This design comes from an exercise in tuning for small area, a short achievable clock period and few clock cycles on the open sky130 flow, not from production work.
Where RTL was checked, it was by simulation tests only, not by an equivalence proof against the original.
For runs 4 to 6, only the layout was checked, not whether the RTL still works.
No activity file was given, so power comes from the tool's default toggle rates.

--- flow/config.mk ---
export PLATFORM = sky130hd
export DESIGN_NAME = xbee_rx
export DESIGN_NICKNAME = xbee_rx
export VERILOG_FILES = /design/flow/design.v
export SDC_FILE = /design/flow/constraint.sdc
export NUM_CORES = 4
export LEC_CHECK = 0
export CAP_MARGIN = 20
export CORE_MARGIN = 2
export CORE_UTILIZATION = 40
export SLEW_MARGIN = 20
--- flow/constraint.sdc ---
create_clock -name core_clock -period 6.0 [get_ports {clk}]
set_input_delay 1.2000 -clock core_clock [delete_from_list [all_inputs] [get_ports {clk}]]
set_output_delay 1.2000 -clock core_clock [all_outputs]
set_load 0.01 [all_outputs]
--- flow/design.v ---
module xbee_rx #(
    parameter RX_CAP = 128            
) (
    input  wire       clk,
    input  wire       rst,            
    input  wire       api_mode,       
    input  wire       in_valid,
    output wire       in_ready,
    input  wire [7:0] in_data,
    output wire       out_valid,
    input  wire       out_ready,
    output wire [7:0] out_data,
    output wire       out_last,
    output wire       out_fault,      
    output wire       out_chk_err     
);
    localparam [1:0] P_WAIT = 2'd0, P_HI = 2'd1, P_LO = 2'd2, P_BODY = 2'd3;
    localparam [2:0] R_IDLE = 3'd0, R_HDR = 3'd1, R_H1 = 3'd2, R_H2 = 3'd3,
                     R_BODY = 3'd4;
    reg        rdy;
    reg        bv;                    
    reg  [7:0] b;
    reg        e7, d7;                
    reg        bes;                   
    reg        p7d;                   
    wire take = in_valid & rdy;
    always @(posedge clk) begin
        b  <= in_data;
        e7 <= (in_data == 8'h7E);
        d7 <= (in_data == 8'h7D);
        if (rst) begin
            bv  <= 1'b0;
            p7d <= 1'b0;
        end else begin
            bv <= take;
            if (take) begin
                bes <= p7d;
                p7d <= api_mode & (in_data == 8'h7D);
            end
        end
    end
    reg  [1:0] ph;
    reg        hz;                    
    reg        dl;                    
    reg  [6:0] rc;                    
    reg  [7:0] sum;
    reg  [6:0] len;
    reg  [7:0] wp;                    
    reg  [7:0] fb;                    
    reg        pend;                  
    reg        ce;                    
    reg        we;
    reg  [6:0] wa;
    reg  [7:0] wd;
    reg        cmu;                   
    reg  [7:0] mem [0:RX_CAP-1];
    reg  [7:0] cm;                    
    reg  [7:0] ra;                    
    wire [7:0] v     = b ^ {2'b00, bes, 5'b00000};
    wire       start = bv & e7 & ((ph == P_WAIT) | (api_mode & ~bes));
    wire       escm  = bv & api_mode & d7;
    wire       data  = bv & ~start & ~escm;
    wire       rz    = (rc == 7'd0);
    wire       lo_ok = hz & (v != 8'd0) & (v <= 8'd124);
    wire       s_hi   = data & (ph == P_HI);
    wire       s_lo   = data & (ph == P_LO);
    wire       s_body = data & (ph == P_BODY);
    wire       s_done = s_body & rz & dl;
    wire       s_flt  = s_body & rz & ~dl;
    wire       s_dat  = s_body & ~rz;
    always @(posedge clk) begin
        if (rst) begin
            ph   <= P_WAIT;
            wp   <= 8'd0;
            fb   <= 8'd0;
            pend <= 1'b0;
            we   <= 1'b0;
            cmu  <= 1'b0;
            cm   <= 8'd0;
            rdy  <= 1'b1;
        end else begin
            if (start)
                ph <= P_HI;
            else if (s_hi)
                ph <= P_LO;
            else if (s_lo)
                ph <= P_BODY;
            else if (s_done | s_flt)
                ph <= P_WAIT;
            if (s_hi)
                hz <= (v == 8'd0);
            if (s_lo) begin
                dl  <= lo_ok;
                len <= v[6:0];
                rc  <= lo_ok ? v[6:0] : 7'd125;
            end else if (s_dat) begin
                rc <= rc - 7'd1;
            end
            if (start)
                sum <= 8'd0;
            else if (s_dat)
                sum <= sum + v;
            if (s_done)
                ce <= ((v ^ sum) != 8'hFF);
            pend <= s_done;
            if (pend)
                fb <= wp;
            else if (s_flt)
                fb <= wp + 8'd1;
            if (pend)
                wp <= wp;
            else if (start)
                wp <= fb;
            else if ((s_lo & lo_ok) | (s_dat & dl) | s_done | s_flt)
                wp <= wp + 8'd1;
            we  <= pend | (s_dat & dl) | s_done | s_flt;
            cmu <= pend | s_flt;
            if (pend) begin
                wa <= fb[6:0];
                wd <= {ce, len};
            end else begin
                wa <= wp[6:0];
                wd <= s_flt ? 8'd0 : v;
            end
            if (cmu)
                cm <= fb;
            rdy <= ((wp - ra) <= 8'd125);
        end
    end
    always @(posedge clk) begin
        if (we)
            mem[wa] <= wd;
    end
    reg  [2:0] rs;
    reg  [6:0] oc;                    
    reg        rchk;
    reg        ov, olast, ofault, ochk;
    reg  [7:0] od;
    wire [7:0] rdat  = mem[ra[6:0]];
    wire       avail = (ra != cm);
    wire       oload = ~ov | out_ready;
    wire       ocz   = (oc == 7'd0);
    always @(posedge clk) begin
        if (rst) begin
            rs <= R_IDLE;
            ra <= 8'd0;
            ov <= 1'b0;
        end else begin
            if (rs == R_IDLE) begin
                if (avail) begin
                    oc   <= rdat[6:0];
                    rchk <= rdat[7];
                    ra   <= ra + 8'd1;
                    rs   <= R_HDR;
                end
                if (oload)
                    ov <= 1'b0;
            end else if (oload) begin
                ov     <= 1'b1;
                ochk   <= rchk;
                ofault <= 1'b0;
                olast  <= 1'b0;
                case (rs)
                    R_HDR: begin
                        od <= 8'h7E;
                        if (ocz & ~rchk) begin
                            ofault <= 1'b1;
                            olast  <= 1'b1;
                            rs     <= R_IDLE;
                        end else begin
                            rs <= R_H1;
                        end
                    end
                    R_H1: begin
                        od <= 8'h00;
                        rs <= R_H2;
                    end
                    R_H2: begin
                        od <= {1'b0, oc};
                        rs <= R_BODY;
                    end
                    default: begin
                        od <= rdat;
                        ra <= ra + 8'd1;
                        oc <= oc - 7'd1;
                        if (ocz) begin
                            olast <= 1'b1;
                            rs    <= R_IDLE;
                        end
                    end
                endcase
            end
        end
    end
    assign in_ready    = rdy;
    assign out_valid   = ov;
    assign out_data    = od;
    assign out_last    = olast;
    assign out_fault   = ofault;
    assign out_chk_err = ochk;
endmodule
--- flow/run.sh ---
#!/bin/bash
# synth_recipe.tcl (not shown) runs the flow's synth.tcl, then flattens the netlist and writes it again
# the make line also repeats each setting of config.mk as NAME=value (left out here)
make -C /OpenROAD-flow-scripts/flow DESIGN_CONFIG=/design/flow/config.mk WORK_HOME=/design/flow/orfs CLKGATE_MAP_FILE= SYNTH_SCRIPT=/design/flow/synth_recipe.tcl finish
==> results of run 1 <==
## flip-flops by register name, summed over array words and instances (netlist names), 2 cells and up, named ones only
signal  cells
mem      1024
b           8
cm          8
fb          8
od          8
ra          8
sum         8
wd          8
wp          8
len         7
oc          7
rc          7
wa          7
rs          3
ph          2
## final cells by class
type                    instances  area (sq um)
inverters                      32         120.1
clock inverters                70         454.2
fillers                      9498         61820
repair buffers                 72         643.1
flip-flops and latches       1145         33790
multi-input cells            1093         11010
well taps                    1500          1877
clock buffers                 138          2943
## cell usage after synthesis (4+ instances only)
cell type                  instances  area share
sky130_fd_sc_hd__mux4_2          261        0.13
sky130_fd_sc_hd__or4_1             5     0.00083
sky130_fd_sc_hd__nand4_1           9      0.0012
sky130_fd_sc_hd__o21ai_0          40      0.0044
sky130_fd_sc_hd__a21o_1            8      0.0013
sky130_fd_sc_hd__a32oi_1           4     0.00077
sky130_fd_sc_hd__nor2_1          212       0.018
sky130_fd_sc_hd__a21oi_1          61      0.0067
sky130_fd_sc_hd__nor2b_1          24      0.0033
sky130_fd_sc_hd__a22oi_1          33      0.0055
sky130_fd_sc_hd__nor3_1           27      0.0030
sky130_fd_sc_hd__nand2_1          83      0.0069
sky130_fd_sc_hd__mux2_2           11      0.0027
sky130_fd_sc_hd__and2_1            4     0.00055
sky130_fd_sc_hd__buf_4            14      0.0023
sky130_fd_sc_hd__ha_1             19      0.0052
sky130_fd_sc_hd__dfxtp_1          61       0.027
sky130_fd_sc_hd__o22ai_1          21      0.0029
sky130_fd_sc_hd__buf_1            14      0.0012
sky130_fd_sc_hd__buf_2            26      0.0029
sky130_fd_sc_hd__or3_1             7     0.00096
sky130_fd_sc_hd__o221ai_1          5     0.00096
sky130_fd_sc_hd__nand2b_1         10      0.0014
sky130_fd_sc_hd__nor4_1           12      0.0017
sky130_fd_sc_hd__a2111o_1          4     0.00099
sky130_fd_sc_hd__o211ai_1          4     0.00066
sky130_fd_sc_hd__inv_1            32      0.0026
sky130_fd_sc_hd__edfxtp_1       1084        0.72
sky130_fd_sc_hd__buf_6             4     0.00099
sky130_fd_sc_hd__xor2_1           21      0.0040
sky130_fd_sc_hd__clkbuf_1         61      0.0050
sky130_fd_sc_hd__xnor2_1          18      0.0035
sky130_fd_sc_hd__nand3_1          31      0.0034
sky130_fd_sc_hd__and3_1            8      0.0011
sky130_fd_sc_hd__a211oi_1          5     0.00083
sky130_fd_sc_hd__mux2i_1          79       0.017
sky130_fd_sc_hd__a31oi_1          13      0.0018
## cell families after synthesis
| family | after synthesis | share of synthesized area |
|---|---|---|
| DFF | 1145 | 0.7433 |
| and+or+nand+nor | 450 | 0.04508 |
| muxes | 351 | 0.1495 |
| AOI/OAI and AO/OA | 232 | 0.03343 |
| buffers and inverters | 152 | 0.01512 |
| xor gates and xnor gates | 39 | 0.007517 |
| adders and majority gates | 21 | 0.006113 |
## final timing paths
| path | endpoint | slack (ns) | cells past startpoint |
|---|---|---|---|
| hold reg to reg | bes$_DFFE_PP_ | 0.43 | 0 |
| hold / removal | bes$_DFFE_PP_ | 0.43 | 0 |
| setup reg to reg | oc[6]$_DFFE_PP_ | 1.89 | 8 |
| setup / recovery | oc[6]$_DFFE_PP_ | 1.89 | 8 |
## critical path: stages, from the launching register on
cell,delay (ns)
sky130_fd_sc_hd__dfxtp_4,0.94
sky130_fd_sc_hd__buf_4,0.52
sky130_fd_sc_hd__nor2b_1,0.61
sky130_fd_sc_hd__a22oi_1,0.20
sky130_fd_sc_hd__a22oi_1,0.27
sky130_fd_sc_hd__o221ai_1,0.28
sky130_fd_sc_hd__a2111oi_2,0.69
sky130_fd_sc_hd__a31oi_1,0.10
sky130_fd_sc_hd__o21a_1,0.22
## metal layers
layer  wire [microns]  vias up
met1            45790    12140
met5                0        -
met3             8346      169
met2            52410      920
li1                 -     9841
met4             3055        0
## power by group
group          switching [mW]  internal [mW]  leakage, nW
registers               0.186           8.86         10.3
logic                    1.40           1.15         3.41
clock network            2.90           3.67         1.68
total                    4.48           13.7         15.3
## cell usage in the layout, fill, tap and decap left out, types with 7 or more instances in the layout
cell and n:
sky130_fd_sc_hd__a21o_1 8, sky130_fd_sc_hd__a21oi_1 61, sky130_fd_sc_hd__a22oi_1 33, sky130_fd_sc_hd__a31oi_1 13, sky130_fd_sc_hd__and3_1 8, sky130_fd_sc_hd__buf_4 43
sky130_fd_sc_hd__clkbuf_1 24, sky130_fd_sc_hd__clkbuf_16 114, sky130_fd_sc_hd__clkdlybuf4s50_1 24, sky130_fd_sc_hd__clkinv_1 34, sky130_fd_sc_hd__clkinv_2 27, sky130_fd_sc_hd__dfxtp_1 56
sky130_fd_sc_hd__edfxtp_1 1084, sky130_fd_sc_hd__ha_1 19, sky130_fd_sc_hd__inv_1 32, sky130_fd_sc_hd__mux2_2 11, sky130_fd_sc_hd__mux2i_1 79, sky130_fd_sc_hd__mux4_2 261
sky130_fd_sc_hd__nand2_1 83, sky130_fd_sc_hd__nand2b_1 10, sky130_fd_sc_hd__nand3_1 27, sky130_fd_sc_hd__nand4_1 9, sky130_fd_sc_hd__nor2_1 212, sky130_fd_sc_hd__nor2b_1 24
sky130_fd_sc_hd__nor3_1 25, sky130_fd_sc_hd__nor4_1 12, sky130_fd_sc_hd__o21ai_0 40, sky130_fd_sc_hd__o22ai_1 21, sky130_fd_sc_hd__or3_1 7, sky130_fd_sc_hd__xnor2_1 18
sky130_fd_sc_hd__xor2_1 21
==> results.toml, run 1 <==
[timing]
finalSetupViolCount = 0
unrepaired_setup_endpoints_after_global_routing = "no"
finalCriticalPeriod_ns = 4.113
tns_ns = 0
holdWs_ns = 0.4334
timing.slew.headroom = 0.2120
postLayoutSetupSlackWorst_ns = 1.887
finalClockSkew_ns = 0.02728
period_share = 0.6855
worst_pin_slew_ns = 1.178
slew_violations = 0
report.final.hold_viol_count = 0
achievable-frequency_mhz = 243.1

[clocking]
cts_htree_levels = 3
clk_path_buf_depth = 3
clkTransAtPathRegs_ns = 0.06
cts_made_buffers = 112
cts_repair_resize_count = 0
cts.repair_timing.setup_buffer_count = 0
cts.sinks = 1145
cts_hold_buf = 0
cts_tree = "yes"
cts_root_buffer = "sky130_fd_sc_hd__clkbuf_16"
clk_latency_ns = 0.69

[worst_setup_path]
cp_data_required_time_ns = 6.44
worst_path_max_fanout = 43
timing_worst_setup_path_type = "register to register"
cp-end-kind = "register"
cp_data_arrival_time_ns = 4.56
critical_path_start_type = "register"

[synthesis]
postSynth.topFlopCell = "sky130_fd_sc_hd__edfxtp_1"
synth-edff-count = 1084
asyncSetResetFlopFracSynth = 0
post_synth.cell_area_avg_sq_um = 19.01
synth.net_count = 2424
synth-warning-count = 1
yosys_register_bits = 1145
ys_seq_area_frac = 0.7433
number_of_instances_in_the_synthesized_netlist = 2390
synth.cell_area_sq_um = 45440
synth_cell_types = 69

[power]
power.density_cell_area_nw_per_um2 = 357.2
total_power_mw = 18.16
power.ir.vdd_worst_v = 0.0002215
p_leak_nw = 15.35

[global_routing]
number_of_antenna_violations_at_the_first_check_in_global_routing = 2
grt_start_max_net_pins = 97
global_route.peak_usage_layer = "met2"
vias_in_the_first_global_route = 23120
track_usage = 0.1878
grt.met2_usage = 0.3016
grtUsageMet1 = 0.2596
gr-usage-met3 = 0.03749
grt_first_pass_wirelength_microns = 159900
grt_overflow = 0

[die]
fp.dieH_microns = 341.0
fp.dieArea_sq_um = 116300
core_area_sq_um = 112700
core.rowCount = 123
chipWidth_microns = 341.0
ioPinCount = 26
initial_cell_density_of_the_core = 0.4033

[detailed_routing]
detail_route.wirelength_microns = 109600
post-route-drc-count = 0
vias_per_cell = 5.696
detail_route.first_pass.iterations = 6
dr_total_vias = 23070
average_wire_per_cell_in_the_routed_design_microns = 27.06
post_route_antenna_net_violation_count = 0
drt-initial-drc-count = 2597

[placement]
dp_cells = 3841
globalplace.congestion = 0.8920
dpl-instance-area_sq_um = 47420
post-dp-hpwl_microns = 69370
pre_cts_worst_setup_slack_ns = 1.957
io_buffer_count = 25

[cells_and_area]
diodes = 0
final_util = 0.4513
design_area_sq_um = 50840
fin_nets = 2490
drive_gt1_frac = 0.1910
final-instance-count-excl-fill = 4050
relative_area_change_from_synthesis_to_final_layout_pct = 11.88

[min_path]
worstHoldStart = "p7d$_SDFFE_PP0P_"
hold_class = "register to register"

[run]
drv_cap = 0

[outcome]
run_status = "timing/DRC/antenna clean"
Testbench counts, summed over its fixed seeds: cycles 28,875.
==> run 2, diff against run 1 <==
--- a/flow/design.v
+++ b/flow/design.v
@@ -24,9 +24,13 @@
     reg        bes;                   
     reg        p7d;                   
+    reg        mode;                  
+    reg        rr;                    
     wire take = in_valid & rdy;
     always @(posedge clk) begin
-        b  <= in_data;
-        e7 <= (in_data == 8'h7E);
-        d7 <= (in_data == 8'h7D);
+        b    <= in_data;
+        e7   <= (in_data == 8'h7E);
+        d7   <= (in_data == 8'h7D);
+        mode <= api_mode;
+        rr   <= rst;
         if (rst) begin
             bv  <= 1'b0;
@@ -36,5 +40,5 @@
             if (take) begin
                 bes <= p7d;
-                p7d <= api_mode & (in_data == 8'h7D);
+                p7d <= mode & (in_data == 8'h7D);
             end
         end
@@ -58,6 +62,6 @@
     reg  [7:0] ra;                    
     wire [7:0] v     = b ^ {2'b00, bes, 5'b00000};
-    wire       start = bv & e7 & ((ph == P_WAIT) | (api_mode & ~bes));
-    wire       escm  = bv & api_mode & d7;
+    wire       start = bv & e7 & ((ph == P_WAIT) | (mode & ~bes));
+    wire       escm  = bv & mode & d7;
     wire       data  = bv & ~start & ~escm;
     wire       rz    = (rc == 7'd0);
@@ -70,5 +74,5 @@
     wire       s_dat  = s_body & ~rz;
     always @(posedge clk) begin
-        if (rst) begin
+        if (rr) begin
             ph   <= P_WAIT;
             wp   <= 8'd0;
@@ -78,5 +82,4 @@
             cmu  <= 1'b0;
             cm   <= 8'd0;
-            rdy  <= 1'b1;
         end else begin
             if (start)
@@ -125,6 +128,11 @@
             if (cmu)
                 cm <= fb;
+        end
+    end
+    always @(posedge clk) begin
+        if (rst | rr)
+            rdy <= 1'b1;
+        else
             rdy <= ((wp - ra) <= 8'd125);
-        end
     end
     always @(posedge clk) begin
@@ -137,13 +145,33 @@
     reg        ov, olast, ofault, ochk;
     reg  [7:0] od;
-    wire [7:0] rdat  = mem[ra[6:0]];
+    wire [7:0]  rlo = 8'd1 << ra[2:0];
+    wire [15:0] rhi = 16'd1 << ra[6:3];
+    reg  [7:0]  rg [0:15];
+    reg  [7:0]  rdat;
+    integer gi, wi;
+    always @(*) begin
+        rdat = 8'd0;
+        for (gi = 0; gi < 16; gi = gi + 1) begin
+            rg[gi] = 8'd0;
+            for (wi = 0; wi < 8; wi = wi + 1)
+                rg[gi] = rg[gi] | (mem[gi*8 + wi] & {8{rlo[wi]}});
+            rdat = rdat | (rg[gi] & {8{rhi[gi]}});
+        end
+    end
     wire       avail = (ra != cm);
     wire       oload = ~ov | out_ready;
     wire       ocz   = (oc == 7'd0);
     always @(posedge clk) begin
-        if (rst) begin
+        if (rst | rr) begin
+            ov <= 1'b0;
+        end else if (rs != R_IDLE) begin
+            if (oload)
+                ov <= 1'b1;
+        end else if (oload) begin
+            ov <= 1'b0;
+        end
+        if (rr) begin
             rs <= R_IDLE;
             ra <= 8'd0;
-            ov <= 1'b0;
         end else begin
             if (rs == R_IDLE) begin
@@ -154,8 +182,5 @@
                     rs   <= R_HDR;
                 end
-                if (oload)
-                    ov <= 1'b0;
             end else if (oload) begin
-                ov     <= 1'b1;
                 ochk   <= rchk;
                 ofault <= 1'b0;
--- a/flow/config.mk
+++ b/flow/config.mk
@@ -9,3 +9,4 @@
 export CORE_MARGIN = 2
 export CORE_UTILIZATION = 40
+export SETUP_SLACK_MARGIN = 3.6
 export SLEW_MARGIN = 20
==> run 2 against run 1 <==
  * Still clean on timing, DRC and antenna
  * Sequential power is 1% lower
  * Sequential share of layout area decreased by 1.7 points
  * Combinational power up 56%
  * Final area up 2.4%
  * Critical path depth increased by 1
  * Hold slack better by 0.014 ns
  * Global-route usage rose by 4.2 points
  * Largest cell class unchanged
==> results.toml, run 2 <==
[outcome]
run_status = "timing/DRC/antenna clean"

[synthesis]
post-synth-top-area-cell = "sky130_fd_sc_hd__edfxtp_1"
post-synth-top-area-fraction = 0.7434
ys_top_cells_by_count = "sky130_fd_sc_hd__edfxtp_1 (1084), sky130_fd_sc_hd__a222oi_1 (241), sky130_fd_sc_hd__nor2_1 (205)"
synth-edff-count = 1084
number_of_instances_in_the_synthesized_netlist = 2619
post_synth.cell_area_avg_sq_um = 16.72
post_synth_main_area_contributors = "sky130_fd_sc_hd__edfxtp_1 (74%), sky130_fd_sc_hd__a222oi_1 (5.5%), sky130_fd_sc_hd__dfxtp_1 (2.6%)"
synth.net_count = 2658
ys_seq_area_frac = 0.7690
synth.cell_area_sq_um = 43780
synth.most_common_cell = "sky130_fd_sc_hd__edfxtp_1"
synth-warning-count = 2
asyncSetResetFlopFracSynth = 0
postSynth.topFlopCell = "sky130_fd_sc_hd__edfxtp_1"
synth_cell_types = 71
yosys_register_bits = 1140

[worst_setup_path]
timing_worst_setup_path_type = "register to register"
cp-end-kind = "register"
cp_data_required_time_ns = 6.44
cp_data_arrival_time_ns = 3.65
worst_path_max_fanout = 30
critical_path_start_type = "register"

[timing]
unrepaired_setup_endpoints_after_global_routing = "yes"
achievable-frequency_mhz = 311.0
finalClockSkew_ns = 0.03358
tns_ns = 0
finalSetupViolCount = 0
report.final.hold_viol_count = 0
worst_pin_slew_ns = 1.060
finalCriticalPeriod_ns = 3.216
timing.slew.headroom = 0.2933
period_share = 0.5360
slew_violations = 0

[cells_and_area]
layout.cells.most_common_list = "sky130_fd_sc_hd__edfxtp_1 (1084), sky130_fd_sc_hd__a222oi_1 (241), sky130_fd_sc_hd__clkbuf_16 (116)"
relative_area_change_from_synthesis_to_final_layout_pct = 18.85
fin_nets = 2773
most_frequent_standard_cell_in_the_layout_excluding_fill_and_tap_cells = "sky130_fd_sc_hd__edfxtp_1"
largest_register_ff_count = 1024
drive_gt1_frac = 0.2059
diodes = 0
largest_register = "mem"

[power]
power.density_cell_area_nw_per_um2 = 372.8
p_int_mw = 13.88
total_power_mw = 19.40
power_frac_clock = 0.334
switching_fraction_of_total_power = 0.2842
power.ir.vdd_worst_v = 0.0002336
p_switching_mw = 5.513
power.share.combinational = 0.205
p_leak_nw = 16.30
seqPwrFrac = 0.461

[detailed_routing]
detail_route.first_pass.iterations = 9
post-route-drc-count = 0
detail_route.wirelength_microns = 132000
drt-initial-drc-count = 4821
post_route_antenna_net_violation_count = 0
average_wire_per_cell_in_the_routed_design_microns = 31.15
vias_per_cell = 6.416
dr_total_vias = 27180

[clocking]
cts.sinks = 1140
clk_path_buf_depth = 3
cts_made_buffers = 111
clkTransAtPathRegs_ns = 0.07
clk_latency_ns = 0.71
cts_htree_levels = 3
cts_hold_buf = 0
cts_root_buffer = "sky130_fd_sc_hd__clkbuf_16"
cts_tree = "yes"

[global_routing]
vias_in_the_first_global_route = 26100
number_of_antenna_violations_at_the_first_check_in_global_routing = 5
grt_overflow = 0
grt_first_pass_wirelength_microns = 187700
grt_start_max_net_pins = 95
track_usage = 0.2295

[min_path]
hold_class = "register to register"

[die]
fp.dieArea_sq_um = 112100
fp.dieH_microns = 334.9
initial_cell_density_of_the_core = 0.4028
core.rowCount = 121
core_area_sq_um = 108700
ioPinCount = 26
chipWidth_microns = 334.9

[placement]
post-dp-hpwl_microns = 71680
globalplace.congestion = 0.9189
io_buffer_count = 25

[run]
drv_cap = 0
run 2: cell count changes after synthesis, moves of 15 or more:
cell	delta
sky130_fd_sc_hd__mux4_2	-261
sky130_fd_sc_hd__a221oi_1	+17
sky130_fd_sc_hd__a22o_1	+76
sky130_fd_sc_hd__nand3b_1	+15
sky130_fd_sc_hd__a222oi_1	+241
sky130_fd_sc_hd__buf_2	+28
sky130_fd_sc_hd__o21ai_0	+50
sky130_fd_sc_hd__a221o_1	+34
sky130_fd_sc_hd__nand2b_1	+15
run 2: kinds of logic (layout without fill, tap and decap cells):
family | Yosys count | after routing | synth area share
xor+xnor | 35 | 35 | 0.007001
buf+inv | 199 | 401 | 0.02006
compound gates | 647 | 647 | 0.1215
fa+ha+maj | 26 | 26 | 0.007773
flops | 1140 | 1140 | 0.7690
simple gates | 475 | 476 | 0.05224
mux | 97 | 97 | 0.02240
run 2: worst max-delay path, stage by stage, from the launching register on:
cell                      delay [ns]
sky130_fd_sc_hd__dfxtp_4        0.44
sky130_fd_sc_hd__buf_4          0.15
sky130_fd_sc_hd__buf_6          0.31
sky130_fd_sc_hd__nor2b_4        0.23
sky130_fd_sc_hd__buf_4          0.24
sky130_fd_sc_hd__a221o_1        0.30
sky130_fd_sc_hd__o21ai_1        0.19
sky130_fd_sc_hd__nand4_1        0.47
sky130_fd_sc_hd__nor4_4         0.43
sky130_fd_sc_hd__a21oi_1        0.12
run 2: final timing paths:
check	slack, ns	endpoint	startpoint	depth (start not counted)
worst max-delay path	2.78	od[6]$_DFFE_PP_	ra[2]$_SDFFE_PP0P_	9
worst min-delay path	0.45	bes$_DFFE_PP_	p7d$_SDFFE_PP0P_	0
worst max register to register	2.78	od[6]$_DFFE_PP_	ra[2]$_SDFFE_PP0P_	9
worst min register to register	0.45	bes$_DFFE_PP_	p7d$_SDFFE_PP0P_	0
run 2: repair_timing:
item | 4_1_cts | 5_1_grt
gates cloned | 17 | 4
setup endpoints to repair | 1051 | 660
setup buffers | 47 | 25
gates resized for setup | 422 | 106
pin swaps | 70 | 30
run 2: metrics by stage:
step	cell area [sq um]	hold slack [ns]	worst slack, ns	instances	utilization
finish	52040	0.4478	2.784	4236	0.4787
global route	52040	0.4596	2.844	4236	0.4787
CTS	51230	0.4465	2.983	4207	0.4713
detailed placement	45620	0.4320	2.135	3942	0.4197
global placement	45620	0.4118	2.150	3942	0.4196
floorplan	43910	0.4081	3.302	2619	-
run 2: routing by layer:
| metal | up-vias | part of all wire | GRT usage |
|---|---|---|---|
| met5 | - | 0 | 0 |
| met4 | 0 | 0.040 | 0.08282 |
| met3 | 268 | 0.12 | 0.03851 |
| met2 | 1819 | 0.46 | 0.3576 |
| met1 | 13910 | 0.38 | 0.3252 |
| li1 | 11190 | - | - |
run 2: final cells by class:
class	count	area (sq um)
clock buffer	143	2939
clock inverter	58	374.1
fill	8938	56670
inverter	32	140.1
multi-input combinational	1281	10940
sequential	1140	33690
tap	1414	1769
timing repair buffer	168	2186
run 2: power groups by stage:
| stage | Clock [mW] | Combinational [mW] | Sequential (mW) |
|---|---|---|---|
| floorplan | 0 | 1.81 | 9.09 |
| global placement | 0 | 2.86 | 9.09 |
| detailed placement | 0 | 2.90 | 9.09 |
| CTS | 6.53 | 3.76 | 8.93 |
| global route | 6.83 | 4.10 | 8.93 |
| finish | 6.48 | 3.98 | 8.94 |
Testbench counts of run 2, summed over its fixed seeds: cycles 28,875.
==> run 3, diff against run 2 <==
--- a/flow/config.mk
+++ b/flow/config.mk
@@ -9,4 +9,4 @@
 export CORE_MARGIN = 2
 export CORE_UTILIZATION = 40
-export SETUP_SLACK_MARGIN = 3.6
+export SETUP_SLACK_MARGIN = 3.0
 export SLEW_MARGIN = 20
==> run 3 against run 2 <==
  * Still clean
  * Sequential share of layout area grew 1.3 points
  * Wire length fell by 2.1%
  * Setup slack got worse by 0.0042 ns
  * Total power is 1.7% higher
  * Critical endpoint unchanged
  * Highest routed layer is now met5
  * Clock skew is essentially flat
  * Hold slack barely moved
  * Clock power up 4.2%
==> results.toml, run 3 <==
[timing]
report.final.hold_viol_count = 0
slew_violations = 0
timing.slew.headroom = 0.2242
finalSetupViolCount = 0
period_share = 0.5367
finalClockSkew_ns = 0.03400
unrepaired_setup_endpoints_after_global_routing = "yes"
tns_ns = 0
worst_pin_slew_ns = 1.164
finalCriticalPeriod_ns = 3.220
achievable-frequency_mhz = 310.5

[clocking]
cts_tree = "yes"
cts_made_buffers = 109
clkTransAtPathRegs_ns = 0.07
cts_htree_levels = 3
clk_path_buf_depth = 3
cts_hold_buf = 0
clk_latency_ns = 0.70
cts_root_buffer = "sky130_fd_sc_hd__clkbuf_16"
cts.sinks = 1140

[detailed_routing]
dr_total_vias = 26550
drt-initial-drc-count = 3941
detail_route.wirelength_microns = 129200
post-route-drc-count = 0
average_wire_per_cell_in_the_routed_design_microns = 30.50
vias_per_cell = 6.267
post_route_antenna_net_violation_count = 0
detail_route.first_pass.iterations = 9

[synthesis]
yosys_register_bits = 1140
post-synth-top-area-cell = "sky130_fd_sc_hd__edfxtp_1"
synth_cell_types = 71
post_synth.cell_area_avg_sq_um = 16.72
synth-edff-count = 1084
ys_top_cells_by_count = "sky130_fd_sc_hd__edfxtp_1 (1084), sky130_fd_sc_hd__a222oi_1 (241), sky130_fd_sc_hd__nor2_1 (205)"
synth.cell_area_sq_um = 43780
post_synth_main_area_contributors = "sky130_fd_sc_hd__edfxtp_1 (74%), sky130_fd_sc_hd__a222oi_1 (5.5%), sky130_fd_sc_hd__dfxtp_1 (2.6%)"
synth.net_count = 2658
post-synth-top-area-fraction = 0.7434
synth-warning-count = 2
ys_seq_area_frac = 0.7690
synth.most_common_cell = "sky130_fd_sc_hd__edfxtp_1"
postSynth.topFlopCell = "sky130_fd_sc_hd__edfxtp_1"
number_of_instances_in_the_synthesized_netlist = 2619
asyncSetResetFlopFracSynth = 0

[cells_and_area]
fin_nets = 2775
largest_register_ff_count = 1024
fillerInstances = 9033
largest_register = "mem"
layout.cells.most_common_list = "sky130_fd_sc_hd__edfxtp_1 (1084), sky130_fd_sc_hd__a222oi_1 (241), sky130_fd_sc_hd__nor2_1 (185)"
design_area_sq_um = 51020
most_frequent_standard_cell_in_the_layout_excluding_fill_and_tap_cells = "sky130_fd_sc_hd__edfxtp_1"
drive_gt1_frac = 0.1481
relative_area_change_from_synthesis_to_final_layout_pct = 16.53

[worst_setup_path]
timing_worst_setup_path_type = "register to register"
worst_path_max_fanout = 8
cp_data_arrival_time_ns = 3.66
ff2ff_path_depth = 9
critPathLaunch = "ra[1]$_SDFFE_PP0P_"
critical_path_start_type = "register"
critPathCapture = "od[6]$_DFFE_PP_"
cp_data_required_time_ns = 6.44
cp-end-kind = "register"
timing.rr.end = "od[6]$_DFFE_PP_"
timing.reg2reg.setup_slack_ns = 2.78
worst_reg2reg_path_startpoint = "ra[1]$_SDFFE_PP0P_"

[power]
p_leak_nw = 16.31
power.ir.vdd_worst_v = 0.0002551
power.density_cell_area_nw_per_um2 = 386.8
total_power_mw = 19.73

[global_routing]
vias_in_the_first_global_route = 25920
grt_start_max_net_pins = 89
track_usage = 0.2245
grt_first_pass_wirelength_microns = 183500
number_of_antenna_violations_at_the_first_check_in_global_routing = 8
grt_overflow = 0

[die]
core_area_sq_um = 108700
fp.dieArea_sq_um = 112100
fp.dieH_microns = 334.9
chipWidth_microns = 334.9
core.rowCount = 121
ioPinCount = 26
initial_cell_density_of_the_core = 0.4028

[placement]
dpl-instance-area_sq_um = 45660
globalplace.congestion = 0.8885
post-dp-hpwl_microns = 71590
io_buffer_count = 25

[min_path]
hold_class = "register to register"

[run]
drv_cap = 0

[outcome]
run_status = "timing/DRC/antenna clean"
run 3: cell count changes in the layout (fill, tap and decap cells not counted), moves of 7 or more:
cell / change
sky130_fd_sc_hd__nor2_4: -114
sky130_fd_sc_hd__nor2_1: +113
sky130_fd_sc_hd__buf_2: -13
sky130_fd_sc_hd__clkinv_1: -12
sky130_fd_sc_hd__buf_4: +9
sky130_fd_sc_hd__nand2_1: +9
sky130_fd_sc_hd__clkdlybuf4s50_1: +8
sky130_fd_sc_hd__clkbuf_1: -7
sky130_fd_sc_hd__nand2_2: -7
sky130_fd_sc_hd__nand3_1: +7
run 3: layout make-up:
type / instances / area, sq um / area share
sequential: 1140 / 33680 / 0.6602
multi-input combinational: 1282 / 9753 / 0.1912
clock buffer: 138 / 2912 / 0.05707
timing repair buffer: 171 / 2203 / 0.04319
tap: 1414 / 1769 / 0.03468
clock inverter: 59 / 568.0 / 0.01113
inverter: 32 / 131.4 / 0.002575
antenna: 1 / 2.502 / 0.00004905
run 3: worst min path at each step:
stage                startpoint       endpoint  slack, ns  depth (start not counted)
2_1_floorplan  p7d$_SDFFE_PP0P_  bes$_DFFE_PP_       0.41                          0
3_3_place_gp   p7d$_SDFFE_PP0P_  bes$_DFFE_PP_       0.41                          0
3_5_place_dp   p7d$_SDFFE_PP0P_  bes$_DFFE_PP_       0.44                          0
4_1_cts        p7d$_SDFFE_PP0P_  bes$_DFFE_PP_       0.45                          0
5_1_grt        p7d$_SDFFE_PP0P_  bes$_DFFE_PP_       0.47                          0
6_report       p7d$_SDFFE_PP0P_  bes$_DFFE_PP_       0.45                          0
run 3: layer usage:
layer	wire length, microns	track usage	vias to the layer above
li1	-	-	11160
met1	50650	0.3053	13650
met2	60710	0.3580	1522
met3	13470	0.04453	214
met4	4366	0.08368	4
met5	27	0	-
run 3: where the power goes:
part | total, mW | switching, mW | internal, mW
clock | 6.75 | 2.96 | 3.79
sequential | 8.92 | 0.111 | 8.81
combinational | 4.06 | 2.41 | 1.66
total | 19.7 | 5.48 | 14.3
run 3: cells by family after synthesis:
family	count (synthesis)	synth area share
mux	97	0.02240
buf+inv	199	0.02006
fa+ha+maj	26	0.007773
flops	1140	0.7690
xor+xnor	35	0.007001
compound gates	647	0.1215
simple gates	475	0.05224
run 3: timing repair:
| item | CTS | global route |
|---|---|---|
| pin swaps | 60 | 44 |
| buffers inserted | 46 | 19 |
| cloned | 15 | 6 |
| resized for setup | 139 | 48 |
| setup endpoints to repair | 21 | 157 |
run 3: worst max-delay path, stage by stage (launching register included):
cell	delay (ns)
sky130_fd_sc_hd__dfxtp_4	0.37
sky130_fd_sc_hd__clkinvlp_4	0.14
sky130_fd_sc_hd__ha_4	0.28
sky130_fd_sc_hd__buf_16	0.18
sky130_fd_sc_hd__a222oi_1	0.33
sky130_fd_sc_hd__nand2_1	0.11
sky130_fd_sc_hd__a222oi_1	0.78
sky130_fd_sc_hd__o2111ai_1	0.30
sky130_fd_sc_hd__nor4_2	0.36
sky130_fd_sc_hd__a21oi_1	0.11
run 3: stage by stage:
| step | cells | setup slack [ns] | hold slack, ns | utilization |
|---|---|---|---|---|
| 2_1_floorplan | 2619 | 3.022 | 0.4081 | - |
| 3_5_place_dp | 3953 | 1.744 | 0.4368 | 0.4201 |
| 3_3_place_gp | 3953 | 1.813 | 0.4127 | 0.4200 |
| 6_report | 4237 | 2.780 | 0.4478 | 0.4694 |
| 4_1_cts | 4211 | 2.842 | 0.4514 | 0.4653 |
| 5_1_grt | 4237 | 2.693 | 0.4658 | 0.4694 |
==> run 4, diff against run 3 <==
--- a/flow/design.v
+++ b/flow/design.v
@@ -143,4 +143,5 @@
     reg  [6:0] oc;                    
     reg        rchk;
+    reg  [7:0] rq;
     reg        ov, olast, ofault, ochk;
     reg  [7:0] od;
@@ -162,4 +163,11 @@
     wire       oload = ~ov | out_ready;
     wire       ocz   = (oc == 7'd0);
+    wire       hflt  = (rq == 8'd0);      
+    wire       rload = (rs == R_IDLE) ? avail :
+                       (((rs == R_HDR) & ~hflt) | (rs == R_BODY)) & oload;
+    always @(posedge clk) begin
+        if (rload)
+            rq <= rdat;
+    end
     always @(posedge clk) begin
         if (rst | rr) begin
@@ -177,21 +185,22 @@
             if (rs == R_IDLE) begin
                 if (avail) begin
-                    oc   <= rdat[6:0];
-                    rchk <= rdat[7];
-                    ra   <= ra + 8'd1;
-                    rs   <= R_HDR;
+                    ra <= ra + 8'd1;
+                    rs <= R_HDR;
                 end
             end else if (oload) begin
-                ochk   <= rchk;
                 ofault <= 1'b0;
                 olast  <= 1'b0;
                 case (rs)
                     R_HDR: begin
-                        od <= 8'h7E;
-                        if (ocz & ~rchk) begin
+                        od   <= 8'h7E;
+                        oc   <= rq[6:0];
+                        rchk <= rq[7];
+                        ochk <= rq[7];
+                        if (hflt) begin
                             ofault <= 1'b1;
                             olast  <= 1'b1;
                             rs     <= R_IDLE;
                         end else begin
+                            ra <= ra + 8'd1;
                             rs <= R_H1;
                         end
@@ -206,10 +215,16 @@
                     end
                     default: begin
-                        od <= rdat;
-                        ra <= ra + 8'd1;
+                        od <= rq;
                         oc <= oc - 7'd1;
                         if (ocz) begin
                             olast <= 1'b1;
-                            rs    <= R_IDLE;
+                            if (avail) begin
+                                ra <= ra + 8'd1;
+                                rs <= R_HDR;
+                            end else begin
+                                rs <= R_IDLE;
+                            end
+                        end else begin
+                            ra <= ra + 8'd1;
                         end
                     end
--- a/flow/config.mk
+++ b/flow/config.mk
@@ -9,4 +9,4 @@
 export CORE_MARGIN = 2
 export CORE_UTILIZATION = 40
-export SETUP_SLACK_MARGIN = 3.0
+export SETUP_SLACK_MARGIN = 3.4
 export SLEW_MARGIN = 20
==> run 4 against run 3 <==
  * Still clean on timing, DRC and antenna
  * Final cell count grew 1.6%
  * Sequential power grew 2%
  * Total power grew 7.6%
  * Wire length shrank 4.5%
  * Core utilization is essentially flat
  * Final area is essentially flat
  * Sequential cell count grew 7
  * Hold slack lost 0.022 ns
  * Die area shrank 0.24%
  * Setup slack lost 0.23 ns
  * Fmax shrank 6.7%
  * Critical endpoint is now rq[2]$_DFFE_PP_
==> results.toml, run 4 <==
[global_routing]
grt_first_pass_wirelength_microns = 179000
number_of_antenna_violations_at_the_first_check_in_global_routing = 0
vias_in_the_first_global_route = 26300
grt_overflow = 0
grt_start_max_net_pins = 96
track_usage = 0.2160

[power]
p_switching_mw = 6.225
p_int_mw = 15.00
power_frac_clock = 0.330
switching_fraction_of_total_power = 0.2933
seqPwrFrac = 0.427
power.density_cell_area_nw_per_um2 = 416.2
power.share.combinational = 0.242
power.ir.vdd_worst_v = 0.0002507
p_leak_nw = 15.86

[synthesis]
yosys_register_bits = 1147
synth.most_common_cell = "sky130_fd_sc_hd__edfxtp_1"
post-synth-top-area-fraction = 0.7500
post_synth.cell_area_avg_sq_um = 16.08
synth-edff-count = 1091
synth.cell_area_sq_um = 43680
asyncSetResetFlopFracSynth = 0
ys_seq_area_frac = 0.7757
synth.net_count = 2755
synth-warning-count = 2
number_of_instances_in_the_synthesized_netlist = 2716
synth_cell_types = 64
post-synth-top-area-cell = "sky130_fd_sc_hd__edfxtp_1"
post_synth_main_area_contributors = "sky130_fd_sc_hd__edfxtp_1 (75%), sky130_fd_sc_hd__a222oi_1 (7.4%), sky130_fd_sc_hd__dfxtp_1 (2.6%)"
ys_top_cells_by_count = "sky130_fd_sc_hd__edfxtp_1 (1091), sky130_fd_sc_hd__a222oi_1 (324), sky130_fd_sc_hd__nand2_1 (285)"
postSynth.topFlopCell = "sky130_fd_sc_hd__edfxtp_1"

[clocking]
cts_hold_buf = 0
cts_root_buffer = "sky130_fd_sc_hd__clkbuf_16"
cts.sinks = 1147
cts_htree_levels = 3
cts_tree = "yes"
clk_path_buf_depth = 3
clk_latency_ns = 0.72
cts_made_buffers = 112
clkTransAtPathRegs_ns = 0.07

[timing]
slew_violations = 0
unrepaired_setup_endpoints_after_global_routing = "yes"
achievable-frequency_mhz = 289.7
finalClockSkew_ns = 0.04533
tns_ns = 0
worst_pin_slew_ns = 1.163
postLayoutSetupSlackWorst_ns = 2.548
finalSetupViolCount = 0
finalCriticalPeriod_ns = 3.452
report.final.hold_viol_count = 0
timing.slew.headroom = 0.2248
period_share = 0.5754

[worst_setup_path]
cp_data_required_time_ns = 6.44
cp_cell_sequence = "clkinvlp_4 > ha_4 > buf_12 > buf_6 > a222oi_1 > nand2_1 > a222oi_1 > o22ai_2 > nor4_4 > nand3_1"
cp_common_cell = "sky130_fd_sc_hd__a222oi_1"
critPathCapture = "rq[2]$_DFFE_PP_"
critPathLaunch = "ra[1]$_SDFFE_PP0P_"
cpPeakStageDelay_ns = 0.91
cp-end-kind = "register"
worst_reg2reg_path_startpoint = "ra[1]$_SDFFE_PP0P_"
ff2ff_path_depth = 10
timing.rr.end = "rq[2]$_DFFE_PP_"
critical-path-slowest-cell = "sky130_fd_sc_hd__a222oi_1"
critical_path_start_type = "register"
cp_data_arrival_time_ns = 3.89
worst_path_max_fanout = 24
timing.reg2reg.setup_slack_ns = 2.55
timing_worst_setup_path_type = "register to register"

[min_path]
worstHoldStart = "p7d$_SDFFE_PP0P_"
hold_crit_depth = 0
hold_class = "register to register"

[placement]
pre_cts_worst_setup_slack_ns = 1.773
io_buffer_count = 25
globalplace.congestion = 0.8840
post-dp-hpwl_microns = 70190

[cells_and_area]
relative_area_change_from_synthesis_to_final_layout_pct = 16.75
drive_gt1_frac = 0.1626
fin_nets = 2837
largest_register = "mem"
final_util = 0.4698
layout.cells.most_common_list = "sky130_fd_sc_hd__edfxtp_1 (1091), sky130_fd_sc_hd__a222oi_1 (324), sky130_fd_sc_hd__nand2_1 (283)"
most_frequent_standard_cell_in_the_layout_excluding_fill_and_tap_cells = "sky130_fd_sc_hd__edfxtp_1"
largest_register_ff_count = 1024

[detailed_routing]
post_route_antenna_net_violation_count = 0
post-route-drc-count = 0
detail_route.first_pass.iterations = 11
dr_total_vias = 26870
vias_per_cell = 6.240
drt-initial-drc-count = 4554
average_wire_per_cell_in_the_routed_design_microns = 28.66
detail_route.wirelength_microns = 123400

[die]
ioPinCount = 26
core.rowCount = 121
fp.dieArea_sq_um = 111900
chipWidth_microns = 334.5
initial_cell_density_of_the_core = 0.4024
core_area_sq_um = 108600
fp.dieH_microns = 334.5

[outcome]
run_status = "timing/DRC/antenna clean"

[run]
drv_cap = 0
[run 4: through the flow]
step	total power [mW]	std cells	instance area, sq um	hold WS, ns
2_1_floorplan	11.81	2716	43680	0.4081
3_3_place_gp	13.28	4028	45520	0.4139
3_5_place_dp	13.33	4029	45530	0.4196
4_1_cts	21.05	4278	50320	0.4353
5_1_grt	21.82	4305	51000	0.4513
6_report	21.23	4306	51000	0.4260
[run 4: layout make-up]
class,count,area [sq um]
fill,9065,57550
sequential,1147,33900
multi-input combinational,1356,9758
clock buffer,130,2892
timing repair buffer,151,1782
tap,1414,1769
clock inverter,77,780.7
inverter,30,118.9
antenna,1,2.502
[run 4: worst min path at each step]
stage	end	slack, ns
CTS	bes$_DFFE_PP_	0.44
global placement	bes$_DFFE_PP_	0.41
floorplan	bes$_DFFE_PP_	0.41
global route	bes$_DFFE_PP_	0.45
detailed placement	bes$_DFFE_PP_	0.42
finish	bes$_DFFE_PP_	0.43
[run 4: what timing repair did]
item / in CTS / in global routing
pin swaps: 56 / 29
gates resized for setup: 164 / 96
endpoints found under the setup margin: 693 / 648
gates cloned: 8 / 2
hold endpoints to repair: 0 / 0
buffers inserted: 34 / 22
[run 4: layer usage]
metal,wire (microns),global-route usage,vias up
met3,13480,0.04788,239
met2,57700,0.3428,1610
met1,48130,0.2943,13610
met5,70,0,-
li1,-,-,11410
met4,4007,0.07476,2
[run 4: power by group through the flow]
| stage | combinational (mW) | sequential, mW | clock [mW] |
|---|---|---|---|
| floorplan | 2.59 | 9.22 | 0 |
| global placement | 4.04 | 9.24 | 0 |
| detailed placement | 4.09 | 9.24 | 0 |
| CTS | 4.92 | 9.07 | 7.06 |
| global route | 5.37 | 9.08 | 7.37 |
| finish | 5.15 | 9.07 | 7.01 |
[run 4: critical path: cells and delay by family (launching register included)]
family / cells / cell delay [ns]
compound gates: 3 / 1.56
fa+ha+maj: 1 / 0.21
buf+inv: 3 / 0.49
flops: 1 / 0.39
simple gates: 3 / 0.51
[run 4: cell families (layout without fill, tap and decap cells)]
group,count (synthesis),count (layout),share of synthesized area
compound gates,620,620,0.1197
xor+xnor,30,30,0.006015
fa+ha+maj,26,26,0.007792
buf+inv,213,388,0.01985
flops,1147,1147,0.7757
mux,24,24,0.005758
other cells,0,1,0
simple gates,656,656,0.06520
==> run 5, diff against run 4 <==
--- a/flow/design.v
+++ b/flow/design.v
@@ -144,29 +144,36 @@
     reg        rchk;
     reg  [7:0] rq;
+    reg  [4:0] ga;
+    reg  [7:0] g [0:3];
+    reg        avq;                   
     reg        ov, olast, ofault, ochk;
     reg  [7:0] od;
-    wire [7:0]  rlo = 8'd1 << ra[2:0];
-    wire [15:0] rhi = 16'd1 << ra[6:3];
-    reg  [7:0]  rg [0:15];
-    reg  [7:0]  rdat;
-    integer gi, wi;
+    wire [31:0] gsel1 = 32'd1 << ga;
+    reg  [7:0]  s1 [0:3];
+    integer qi, wi;
     always @(*) begin
-        rdat = 8'd0;
-        for (gi = 0; gi < 16; gi = gi + 1) begin
-            rg[gi] = 8'd0;
-            for (wi = 0; wi < 8; wi = wi + 1)
-                rg[gi] = rg[gi] | (mem[gi*8 + wi] & {8{rlo[wi]}});
-            rdat = rdat | (rg[gi] & {8{rhi[gi]}});
-        end
-    end
+        for (qi = 0; qi < 4; qi = qi + 1) begin
+            s1[qi] = 8'd0;
+            for (wi = 0; wi < 32; wi = wi + 1)
+                s1[qi] = s1[qi] | (mem[qi*32 + wi] & {8{gsel1[wi]}});
+        end
+    end
+    wire [7:0] gq    = g[ra[6:5]];
     wire       avail = (ra != cm);
     wire       oload = ~ov | out_ready;
     wire       ocz   = (oc == 7'd0);
     wire       hflt  = (rq == 8'd0);      
-    wire       rload = (rs == R_IDLE) ? avail :
-                       (((rs == R_HDR) & ~hflt) | (rs == R_BODY)) & oload;
-    always @(posedge clk) begin
-        if (rload)
-            rq <= rdat;
+    wire       adv   = ((rs == R_IDLE) & avq) |
+                       (((rs == R_H2) | ((rs == R_BODY) & ~ocz)) & oload);
+    wire       gload = (rs == R_IDLE) | (rs == R_HDR) | adv;
+    always @(posedge clk) begin
+        if (gload) begin
+            g[0] <= s1[0];
+            g[1] <= s1[1];
+            g[2] <= s1[2];
+            g[3] <= s1[3];
+        end
+        if (adv)
+            rq <= gq;
     end
     always @(posedge clk) begin
@@ -180,12 +187,17 @@
         end
         if (rr) begin
-            rs <= R_IDLE;
-            ra <= 8'd0;
+            rs  <= R_IDLE;
+            ra  <= 8'd0;
+            ga  <= 5'd0;
+            avq <= 1'b0;
         end else begin
+            avq <= (rs == R_IDLE) & avail & ~avq;
+            if (adv) begin
+                ra <= ra + 8'd1;
+                ga <= ga + 5'd1;
+            end
             if (rs == R_IDLE) begin
-                if (avail) begin
-                    ra <= ra + 8'd1;
+                if (avq)
                     rs <= R_HDR;
-                end
             end else if (oload) begin
                 ofault <= 1'b0;
@@ -202,5 +214,5 @@
                             rs     <= R_IDLE;
                         end else begin
-                            ra <= ra + 8'd1;
+                            ga <= ga + 5'd1;
                             rs <= R_H1;
                         end
@@ -219,12 +231,6 @@
                         if (ocz) begin
                             olast <= 1'b1;
-                            if (avail) begin
-                                ra <= ra + 8'd1;
-                                rs <= R_HDR;
-                            end else begin
-                                rs <= R_IDLE;
-                            end
-                        end else begin
-                            ra <= ra + 8'd1;
+                            ga    <= ra[4:0];
+                            rs    <= R_IDLE;
                         end
                     end
==> run 5 against run 4 <==
  * Still clean on timing, DRC and antenna
  * Sequential power about the same
  * Setup slack improved by 0.45 ns
  * Clock power grew 6.6%
  * Final area is 10% higher
  * Critical endpoint is now mem[40][3]$_DFFE_PP_
  * Highest routed layer unchanged
==> results.toml, run 5 <==
[synthesis]
asyncSetResetFlopFracSynth = 0
post-synth-top-area-fraction = 0.7341
synth.cell_area_sq_um = 45940
synth-edff-count = 1123
synth_cell_types = 84
main_combinational_cell_family_by_area_after_synthesis = "compound AO/OA/AOI/OAI gates"
synth.net_count = 2910
postSynth.topFlopCell = "sky130_fd_sc_hd__edfxtp_1"
synth.mux.area_fraction = 0.02620
post-synth-top-area-cell = "sky130_fd_sc_hd__edfxtp_1"
post_synth_main_area_contributors = "sky130_fd_sc_hd__edfxtp_1 (73%), sky130_fd_sc_hd__a22oi_1 (3.1%), sky130_fd_sc_hd__dfxtp_1 (2.7%)"
synth.most_common_cell = "sky130_fd_sc_hd__edfxtp_1"
synth_compound_area_frac = 0.1109
yosys_register_bits = 1185
synth-warning-count = 3
synth-simple-area-share = 0.06747
synth_fa_ha_area_frac = 0.007954
post_synth.cell_area_avg_sq_um = 16.01
ys_top_cells_by_count = "sky130_fd_sc_hd__edfxtp_1 (1123), sky130_fd_sc_hd__nor2_1 (246), sky130_fd_sc_hd__a22oi_1 (192)"
ys_seq_area_frac = 0.7611
number_of_instances_in_the_synthesized_netlist = 2869
synth_xor_xnor_area_share = 0.008171

[placement]
dpl-instance-area_sq_um = 48480
dp_cells = 4357
pre_cts_worst_setup_slack_ns = 1.797
globalplace.congestion = 0.9872
post-dp-hpwl_microns = 103600
io_buffer_count = 25

[global_routing]
grt_start_max_net_pins = 84
grt_first_pass_wirelength_microns = 235500
number_of_antenna_violations_at_the_first_check_in_global_routing = 14
track_usage = 0.2887
vias_in_the_first_global_route = 29270
grt_overflow = 0

[clocking]
cts_hold_buf = 0
cts_made_buffers = 118
cts.sinks = 1185
clk_path_buf_depth = 3
clkTransAtPathRegs_ns = 0.06
cts_root_buffer = "sky130_fd_sc_hd__clkbuf_16"
clk_latency_ns = 0.74
cts_tree = "yes"
cts_htree_levels = 3

[worst_setup_path]
timing.rr.end = "mem[40][3]$_DFFE_PP_"
critical-path-slowest-cell = "sky130_fd_sc_hd__nor2_2"
cpPeakStageDelay_ns = 0.88
cp_data_required_time_ns = 6.34
cp_cell_sequence = "nor2b_1 > nand2_2 > nor2_2"
worst_path_max_fanout = 15
timing.reg2reg.setup_slack_ns = 3.00
timing_worst_setup_path_type = "register to register"
critical_path_start_type = "register"
cp_data_arrival_time_ns = 3.34
worst_reg2reg_path_startpoint = "we$_SDFF_PP0_"
cp-end-kind = "register"
ff2ff_path_depth = 3

[timing]
finalCriticalPeriod_ns = 3.004
unrepaired_setup_endpoints_after_global_routing = "yes"
finalSetupViolCount = 0
finalClockSkew_ns = 0.06578
achievable-frequency_mhz = 332.9
worst_pin_slew_ns = 1.167
postLayoutSetupSlackWorst_ns = 2.996
slew_violations = 0
timing.slew.headroom = 0.2198
period_share = 0.5007
report.final.hold_viol_count = 0
tns_ns = 0

[die]
fp.dieH_microns = 342.9
initial_cell_density_of_the_core = 0.4023
core.rowCount = 124
ioPinCount = 26
core_area_sq_um = 114200
chipWidth_microns = 342.9
fp.dieArea_sq_um = 117600

[cells_and_area]
most_frequent_standard_cell_in_the_layout_excluding_fill_and_tap_cells = "sky130_fd_sc_hd__edfxtp_1"
drive_gt1_frac = 0.2461
largest_register = "mem"
final-instance-count-excl-fill = 4782
largest_register_ff_count = 1024
fillerInstances = 9328
layout.cells.most_common_list = "sky130_fd_sc_hd__edfxtp_1 (1123), sky130_fd_sc_hd__buf_4 (220), sky130_fd_sc_hd__a22oi_1 (179)"
relative_area_change_from_synthesis_to_final_layout_pct = 22.61
design_area_sq_um = 56320
fin_nets = 3211
layout_top_registers = "mem: 1024 flops, g: 32 flops"

[min_path]
worstHoldStart = "p7d$_SDFFE_PP0P_"
hold_crit_depth = 0
min_to = "bes$_DFFE_PP_"
hold_class = "register to register"

[power]
p_leak_nw = 17.88
power.ir.vdd_worst_v = 0.0002441
power.density_cell_area_nw_per_um2 = 297.2

[detailed_routing]
vias_per_cell = 6.629
detail_route.first_pass.iterations = 9
average_wire_per_cell_in_the_routed_design_microns = 36.89
drt-initial-drc-count = 6121
detail_route.wirelength_microns = 176400
post-route-drc-count = 0
dr_total_vias = 31700
post_route_antenna_net_violation_count = 0

[run]
drv_cap = 0

[outcome]
run_status = "timing/DRC/antenna clean"
==> run 5: per-stage QoR <==
step,power (mW),utilization,hold slack [ns]
2_1_floorplan,9.331,-,0.4081
3_3_place_gp,9.422,0.4232,0.4201
3_5_place_dp,9.431,0.4245,0.4367
4_1_cts,16.72,0.4791,0.4489
5_1_grt,17.05,0.4931,0.4644
6_report,16.74,0.4932,0.4548
==> run 5: cell type report <==
type,count,area (sq um),area share
repair buffers,334,3513,0.06238
clock buffers,144,3090,0.05487
diodes,3,7.507,0.0001333
clock inverters,73,768.2,0.01364
well taps,1512,1892,0.03359
flip-flops and latches,1185,34980,0.6212
multi-input cells,1497,11910,0.2114
inverters,34,158.9,0.002821
==> run 5: worst max-delay path by stage <==
stage,cells after the start,end,start
6_report,3,mem[40][3]$_DFFE_PP_,we$_SDFF_PP0_
5_1_grt,3,mem[40][5]$_DFFE_PP_,we$_SDFF_PP0_
4_1_cts,3,mem[96][3]$_DFFE_PP_,wa[3]$_DFFE_PN_
3_5_place_dp,9,g[2][4]$_DFFE_PP_,ga[2]$_SDFF_PP0_
3_3_place_gp,9,g[2][4]$_DFFE_PP_,ga[2]$_SDFF_PP0_
2_1_floorplan,5,g[0][0]$_DFFE_PP_,out_ready
==> run 5: logic make-up (layout without fill, tap and decap cells) <==
kind of cell,count (synthesis),after routing
AOI/OAI and AO/OA,663,663
adders and majority gates,28,28
muxes,105,105
xor gates and xnor gates,42,42
and+or+nand+nor,656,659
other,0,3
DFF,1185,1185
buffers and inverters,190,585
==> run 5: layer usage <==
layer	track usage	part of all wire
met1	0.3756	0.34
met2	0.4236	0.42
met3	0.09979	0.16
met4	0.1599	0.074
met5	0	0.0010
==> run 5: timing repair <==
action / 4_1_cts / 5_1_grt
endpoints found under the setup margin: 891 / 864
cloned: 6 / 6
buffers inserted: 107 / 86
pin swaps: 40 / 59
resized for setup: 316 / 155
==> run 5: critical path, delay by kind of cell, from the launching register on <==
kind	cells	cell delay (ns)
flip-flops	1	0.65
AND/OR/NAND/NOR	3	1.98
==> run 5: where the power goes <==
group	leakage (nW)	internal, mW	total [mW]	switching [mW]
Sequential	10.7	9.05	9.06	0.0184
Clock	1.86	4.22	7.47	3.25
Combinational	5.35	0.0303	0.206	0.176
==> run 6, diff against run 5 <==
--- a/flow/design.v
+++ b/flow/design.v
@@ -54,6 +54,6 @@
     reg        pend;                  
     reg        ce;                    
-    reg        we;
-    reg  [6:0] wa;
+    reg  [7:0] wlo;                   
+    reg  [15:0] whi;                  
     reg  [7:0] wd;
     reg        cmu;                   
@@ -79,5 +79,5 @@
             fb   <= 8'd0;
             pend <= 1'b0;
-            we   <= 1'b0;
+            wlo  <= 8'd0;
             cmu  <= 1'b0;
             cm   <= 8'd0;
@@ -117,11 +117,12 @@
             else if ((s_lo & lo_ok) | (s_dat & dl) | s_done | s_flt)
                 wp <= wp + 8'd1;
-            we  <= pend | (s_dat & dl) | s_done | s_flt;
+            wlo <= (pend | (s_dat & dl) | s_done | s_flt) ?
+                   (8'd1 << (pend ? fb[2:0] : wp[2:0])) : 8'd0;
             cmu <= pend | s_flt;
             if (pend) begin
-                wa <= fb[6:0];
+                whi <= 16'd1 << fb[6:3];
                 wd <= {ce, len};
             end else begin
-                wa <= wp[6:0];
+                whi <= 16'd1 << wp[6:3];
                 wd <= s_flt ? 8'd0 : v;
             end
@@ -136,7 +137,10 @@
             rdy <= ((wp - ra) <= 8'd125);
     end
-    always @(posedge clk) begin
-        if (we)
-            mem[wa] <= wd;
+    integer wr, wc;
+    always @(posedge clk) begin
+        for (wr = 0; wr < 16; wr = wr + 1)
+            for (wc = 0; wc < 8; wc = wc + 1)
+                if (whi[wr] & wlo[wc])
+                    mem[wr*8 + wc] <= wd;
     end
     reg  [2:0] rs;
==> run 6 against run 5 <==
  * Fmax up 6.1%
  * Sequential share of layout area increased by 2.1 points
  * Area after synthesis grew 1.3%
  * Total power is 2.4% higher
  * Largest cell class unchanged
==> results.toml, run 6 <==
[placement]
io_buffer_count = 25
pre_cts_worst_setup_slack_ns = 1.461
globalplace.congestion = 0.9854
post-dp-hpwl_microns = 105000
dp_cells = 4380

[timing]
report.final.hold_viol_count = 0
finalClockSkew_ns = 0.03962
unrepaired_setup_endpoints_after_global_routing = "yes"
finalCriticalPeriod_ns = 2.831
holdWs_ns = 0.4365
postLayoutSetupSlackWorst_ns = 3.169
tns_ns = 0
slew_violations = 0
timing.slew.headroom = 0.2158
finalSetupViolCount = 0
achievable-frequency_mhz = 353.2
worst_pin_slew_ns = 1.176
period_share = 0.4719

[global_routing]
track_usage = 0.2722
grt_overflow = 0
grt_start_max_net_pins = 95
grt_first_pass_wirelength_microns = 226700
number_of_antenna_violations_at_the_first_check_in_global_routing = 8
vias_in_the_first_global_route = 28160

[worst_setup_path]
timing_worst_setup_path_type = "register to register"
critical_path_start_type = "register"
critical-path-slowest-cell = "sky130_fd_sc_hd__a2111oi_4"
cp_data_required_time_ns = 6.41
worst_reg2reg_path_startpoint = "ga[1]$_SDFF_PP0_"
cp-end-kind = "register"
timing.reg2reg.setup_slack_ns = 3.17
worst_path_max_fanout = 11
cp_data_arrival_time_ns = 3.24
cpPeakStageDelay_ns = 0.47
cp_common_cell = "sky130_fd_sc_hd__buf_4"
cp_cell_sequence = "inv_4 > ha_4 > buf_12 > buf_4 > buf_4 > and4b_4 > buf_4 > a22oi_2 > nand3_1 > a2111oi_4 > nand4_1"
timing.rr.end = "g[0][0]$_DFFE_PP_"
ff2ff_path_depth = 11

[clocking]
cts_htree_levels = 3
clk_latency_ns = 0.72
cts_tree = "yes"
clkTransAtPathRegs_ns = 0.07
clk_path_buf_depth = 3
cts.sinks = 1201
cts_root_buffer = "sky130_fd_sc_hd__clkbuf_16"
cts_made_buffers = 117

[detailed_routing]
vias_per_cell = 6.356
drt-initial-drc-count = 5314
route.met3.wl_microns = 22110
post_route_antenna_net_violation_count = 0
top_signal_layer_used = "met5"
post-route-drc-count = 0
route.layer.met1.wl_microns = 60520
detail_route.wirelength_microns = 167700
detail_route.first_pass.iterations = 10
dr_total_vias = 29870
average_wire_per_cell_in_the_routed_design_microns = 35.69
met2_wirelength_microns = 75220

[power]
p_leak_nw = 17.49
total_power_mw = 17.14
power.ir.vdd_worst_v = 0.0002398
power.density_cell_area_nw_per_um2 = 311.0

[min_path]
hold_class = "register to register"
min_to = "bes$_DFFE_PP_"
hold_crit_depth = 0
worstHoldStart = "p7d$_SDFFE_PP0P_"

[cells_and_area]
final-instance-count-excl-fill = 4699
relative_area_change_from_synthesis_to_final_layout_pct = 18.38
layout.cells.most_common_list = "sky130_fd_sc_hd__edfxtp_1 (1132), sky130_fd_sc_hd__a22oi_1 (197), sky130_fd_sc_hd__nor2_1 (134)"
layout_top_registers = "mem: 1024 flops, g: 32 flops, whi: 16 flops"
most_frequent_standard_cell_in_the_layout_excluding_fill_and_tap_cells = "sky130_fd_sc_hd__edfxtp_1"
fillerInstances = 9641
fin_nets = 3117
largest_register = "mem"
drive_gt1_frac = 0.1772
largest_register_ff_count = 1024

[die]
fp.dieH_microns = 345.2
chipWidth_microns = 345.2
ioPinCount = 26
core_area_sq_um = 115700
core.rowCount = 125
fp.dieArea_sq_um = 119100
initial_cell_density_of_the_core = 0.4022

[run]
drv_cap = 0

[synthesis]
synth.most_common_cell = "sky130_fd_sc_hd__edfxtp_1"
number_of_instances_in_the_synthesized_netlist = 2896
post_synth.cell_area_avg_sq_um = 16.08
synth-edff-count = 1132
synth.cell_area_sq_um = 46550
post-synth-top-area-cell = "sky130_fd_sc_hd__edfxtp_1"
postSynth.topFlopCell = "sky130_fd_sc_hd__edfxtp_1"
synth.net_count = 2937
synth-warning-count = 4
asyncSetResetFlopFracSynth = 0
post_synth_main_area_contributors = "sky130_fd_sc_hd__edfxtp_1 (73%), sky130_fd_sc_hd__a22oi_1 (3.3%), sky130_fd_sc_hd__dfxtp_1 (3.0%)"
ys_top_cells_by_count = "sky130_fd_sc_hd__edfxtp_1 (1132), sky130_fd_sc_hd__a22oi_1 (207), sky130_fd_sc_hd__nor2_1 (165)"
yosys_register_bits = 1201
synth_cell_types = 80
ys_seq_area_frac = 0.7599
post-synth-top-area-fraction = 0.7302

[outcome]
run_status = "timing/DRC/antenna clean"
[run 6: metal layers]
| layer | vias up | track usage |
|---|---|---|
| met5 | - | 0 |
| met4 | 8 | 0.1334 |
| met3 | 504 | 0.07475 |
| met2 | 2377 | 0.4197 |
| met1 | 15020 | 0.3560 |
| li1 | 11960 | - |
[run 6: how the worst max path moves through the flow]
stage               slack [ns]              from  cells after the start                end
floorplan                 3.27         out_ready                      6  g[0][0]$_DFFE_PP_
global placement          1.16  ga[0]$_SDFF_PP0_                      9  g[0][0]$_DFFE_PP_
detailed placement        1.46  ga[0]$_SDFF_PP0_                      9  g[0][0]$_DFFE_PP_
CTS                       3.17  ga[1]$_SDFF_PP0_                     10  g[0][0]$_DFFE_PP_
global route              3.23  ga[0]$_SDFF_PP0_                      9  g[0][0]$_DFFE_PP_
finish                    3.17  ga[1]$_SDFF_PP0_                     11  g[0][0]$_DFFE_PP_
[run 6: what timing repair did]
item,CTS,global route
buffers inserted,43,51
hold buffers,0,0
gates resized for setup,177,90
gates cloned,4,2
endpoints found under the setup margin,80,64
pin swaps,28,45
[run 6: logic make-up (layout without fill, tap and decap cells)]
family,after synthesis,after routing,share of synthesized area
AOI/OAI and AO/OA,655,655,0.1048
muxes,111,111,0.02795
xor gates and xnor gates,40,40,0.007525
other,0,3,0
adders and majority gates,28,28,0.007848
buffers and inverters,189,464,0.01828
and+or+nand+nor,672,673,0.07370
DFF,1201,1201,0.7599
[run 6: stage by stage]
| step | util | area [sq um] |
|---|---|---|
| 3_3_place_gp | 0.4215 | 48780 |
| 3_5_place_dp | 0.4218 | 48820 |
| 5_1_grt | 0.4761 | 55100 |
| 6_report | 0.4762 | 55110 |
| 4_1_cts | 0.4675 | 54110 |
| 2_1_floorplan | - | 46590 |
[run 6: worst max-delay path, delay by kind of cell (launching register included)]
family	cells	cell delay (ns)
simple gates	3	0.60
flops	1	0.38
compound gates	2	0.68
buf+inv	5	0.70
fa+ha+maj	1	0.18
[run 6: power by group]
part,switching (mW),internal [mW]
clock,3.23,4.53
sequential,0.0190,9.16
combinational,0.164,0.0305
total,3.42,13.7
[run 6: final cells by class]
class / instances / area, sq um / area share
Multi-Input combinational cell: 1507 / 11260 / 0.2042
Antenna cell: 3 / 7.507 / 0.0001362
Clock buffer: 129 / 3037 / 0.05510
Inverter: 39 / 176.4 / 0.003201
Timing Repair Buffer: 210 / 2351 / 0.04266
Sequential cell: 1201 / 35400 / 0.6423
Clock inverter: 86 / 978.4 / 0.01775
Tap cell: 1524 / 1907 / 0.03460

-- re-timing with driven ports --
How much do the figures lean on ideal ports? The routed layouts below were timed once more, with nothing changed but the port constraints. Step 1, drivers: a clkbuf_16 drives clk and a buf_2 each remaining input, both assumed. Step 2 times the ports against the registers' clock, not the clock port: input delays grow and output delays shrink by t, the midpoint of the rising clock arrivals with the driver on. a / b / c = no drivers / after step 1 / after step 2; a / b = the first two.
run	t (ns)	slack for setup (ns)	hold WS [ns]	worst setup path after step 2	clock arrival spread, ns
run 1	0.745	1.887 / 1.887 / 1.887	0.433 / 0.433 / 0.433	register to register	0.028 / 0.028
run 2	0.762	2.784 / 2.784 / 2.784	0.448 / 0.448 / 0.448	register to register	0.038 / 0.038
run 3	0.757	2.780 / 2.780 / 2.576	0.448 / 0.448 / 0.448	input to register	0.034 / 0.034
run 4	0.773	2.548 / 2.548 / 2.548	0.426 / 0.426 / 0.426	register to register	0.046 / 0.046
run 5	0.779	2.996 / 2.996 / 2.759	0.455 / 0.455 / 0.455	input to register	0.066 / 0.066
run 6	0.776	3.169 / 3.169 / 2.762	0.436 / 0.436 / 0.436	input to register	0.040 / 0.040
After both steps setup and hold are still met in every run listed. For run 6, which loses most, drivers alone change the setup slack by 0.000 ns; drivers and shift together by -0.407 ns.
